What follows belongs to an exercise in optimizing a design on an open flow for small area; a production flow would make more cautious choices.
Power is estimated from default activity; no workload was simulated.

==> flow/design.v (excerpt) <==
module cabe_encoder (
    input  wire        clk,
    input  wire        rst,         
    input  wire        start,
    input  wire [9:0]  cfg_w,       
    input  wire [15:0] cfg_h,       
    input  wire [31:0] cfg_cap,     
    input  wire        pix_valid,
    input  wire        pix_data,
    output wire        pix_ready,
    output wire        ob_we,
    output wire [31:0] ob_addr,
    output wire        ob_wdata,
    input  wire        ob_rdata,    
    output wire        done,
    output wire [31:0] keys,
    output wire [31:0] bitlen,
    output wire        trunc
);
    localparam DW = 3;               
    localparam RL = 27 / DW;         
    localparam [4:0] VS1 = (RL == 27) ? 5'd19 : 5'd25;
    localparam [4:0] VS2 = 5'd25;
    localparam S_IDLE  = 4'd0;
    localparam S_P1    = 4'd1;
    localparam S_KG    = 4'd2;
    localparam S_P2    = 4'd3;
    localparam S_EMIT  = 4'd4;
    localparam S_FLUSH = 4'd5;
    localparam S_CB0   = 4'd6;      
    localparam S_CB    = 4'd7;      
    localparam S_CF    = 4'd8;      
    localparam S_DONE  = 4'd9;
    reg [3:0]  state;
    wire in_p1  = (state == S_P1);
    wire in_kg  = (state == S_KG);
    wire in_p2  = (state == S_P2);
    wire pass2  = (state == S_P2) || (state == S_EMIT) || (state == S_FLUSH) ||
                  (state == S_CB0) || (state == S_CB) || (state == S_CF);
    wire wrbit  = (state == S_EMIT) || (state == S_FLUSH);
    wire in_cb0 = (state == S_CB0);
    wire in_cb  = (state == S_CB);
    wire in_cf  = (state == S_CF);
    wire carry_s = in_cb0 || in_cb || in_cf;
    reg  [4:0] ap;                   
    wire ap_end = (ap == RL - 1);
    wire ap0    = (ap == 5'd0);
    always @(posedge clk)
        if (rst || ap_end) ap <= 5'd0;
        else               ap <= ap + 5'd1;
    reg  [4:0] vp;                   
    always @(posedge clk)
        if (rst) vp <= 5'd0;
        else     vp <= vp + (pass2 ? VS2 : VS1);
    reg [9:0]  w_r;
    reg [15:0] h_r;
    reg [28:0] cap_r;                
    reg [9:0]  x;
    reg [15:0] y;
    reg        lastcol;              
    reg        lastup;               
    reg [2:0]  acc_key;              
    reg        acc_col;
    reg        pend;
    reg        lastacc;              
    wire [9:0]  x_inc  = x + 10'd1;
  ...
Size: ~2600 cells after synthesis, about 1300 flip-flops, ~170 I/O pins.
Settings: LEC_CHECK=0, CAP_MARGIN=20, CORE_MARGIN=2, CORE_UTILIZATION=70, CTS_CLUSTER_DIAMETER=60, CTS_CLUSTER_SIZE=30, PLACE_DENSITY=0.8, SLEW_MARGIN=20; clock period 12.0 ns.
run.sh (not shown) runs the stock make flow with config.mk's settings and CLKGATE_MAP_FILE= SYNTH_SCRIPT=/design/flow/synth_recipe.tcl, a recipe that flattens the netlist after the stock synthesis.
The baseline passed the timing, design-rule and antenna checks.
==> next run, changes <==
- CORE_UTILIZATION: 70 -> 40
- CTS_BUF_LIST: not set -> sky130_fd_sc_hd__clkbuf_4 sky130_fd_sc_hd__clkbuf_8
- CTS_CLUSTER_DIAMETER: 60 -> not set
- CTS_CLUSTER_SIZE: 30 -> not set
- PLACE_DENSITY: 0.8 -> not set
- The changed run went through all stages and came out clean
- via count is lower slightly
- critical path depth is higher by 2
- cell count is higher by about a fifth
- count of clock-buffer cells in the layout is higher by 222
- power is higher by about a fifth
- routed wire length is lower by about a fifth
- worst setup slack improves by 130 ps
==> next run, changes <==
- CORE_UTILIZATION: 40 -> 70
- CTS_BUF_LIST: sky130_fd_sc_hd__clkbuf_4 sky130_fd_sc_hd__clkbuf_8 -> not set
- CTS_CLUSTER_DIAMETER: not set -> 100
- CTS_CLUSTER_SIZE: not set -> 30
Via count rose by 0.33%.
Global-route usage rose by 14 points.
Synthesized cell count stays the same.
Routed wire length came out higher by 17%.
Synthesized area does not change.
First-iteration DRC count rose by 85%.
Worst hold slack gets better by 21 ps.
Clock power fell by 45%.
Cell area drops by 8.1%.
Worst setup slack got worse by 160 ps.
Final cell count falls by 18%.
==> next run, changes <==
- CORE_UTILIZATION: 70 -> 40
- CTS_CLUSTER_DIAMETER: 100 -> not set
- CTS_CLUSTER_SIZE: 30 -> not set
Outcome:
- The new run produced a clean layout
- cell area rose by a little under a tenth
- setup slack gains 240 ps
- register-to-register slack stays flat
- via count fell by a few percent
- utilization fell by 30 points
- count of clock-buffer cells in the layout rose by 87
- die area rose by well over a third
- total power rose by about a fifth
- clock skew rose by 30 ps
- critical path depth is unchanged
==> next run, changes <==
- CORE_UTILIZATION: 40 -> 70
Result:
- utilization went up by 35 points
- sequential share of layout area went up by 1.0 points
- die area went down by about 40%
- clock-buffer cell count went up by 5
- power went up by about 2.6%
- global-route usage went up by 20 points
- register-to-register slack gets worse by 50 ps
- combinational power went up by about 6%
- clock power went up by about 4%
Function was not checked in any run of this note: the RTL went through the layout flow alone.

re-timing with driven ports:
The results above use ideal ports. As a check the final layouts listed here were re-extracted and re-timed, cells and wires unchanged. Step 1 assumes that a clkbuf_16 drives the clock port and a buf_2 every other input. Step 2 times the ports against the registers' clock, not the clock port: input delays grow and output delays shrink by t, the midpoint of the rising clock arrivals with the driver on. a / b / c = no drivers / after step 1 / after step 2; a / b = the first two.
| run | t (ns) | slack for setup (ns) | worst setup path at the end | clock arrival spread, ns | pins driven straight from the clock port |
|---|---|---|---|---|---|
| the first run | 0.713 | 5.387 / 5.359 / 5.359 | input to output | 0.038 / 0.038 | 1 |
| the second run | 0.857 | 5.514 / 5.454 / 5.563 | input to output | 0.051 / 0.051 | 1 |
| the third run | 0.698 | 5.357 / 5.333 / 5.333 | input to output | 0.034 / 0.034 | 1 |
| the fourth run | 0.735 | 5.593 / 5.569 / 5.571 | input to output | 0.062 / 0.062 | 1 |
| the fifth run | 0.732 | 5.352 / 5.327 / 5.327 | input to output | 0.081 / 0.082 | 1 |
After both steps every run listed still meets setup and hold. The setup slack of the first run, which loses most, moves by -0.028 ns with the drivers and by -0.028 ns with both steps.
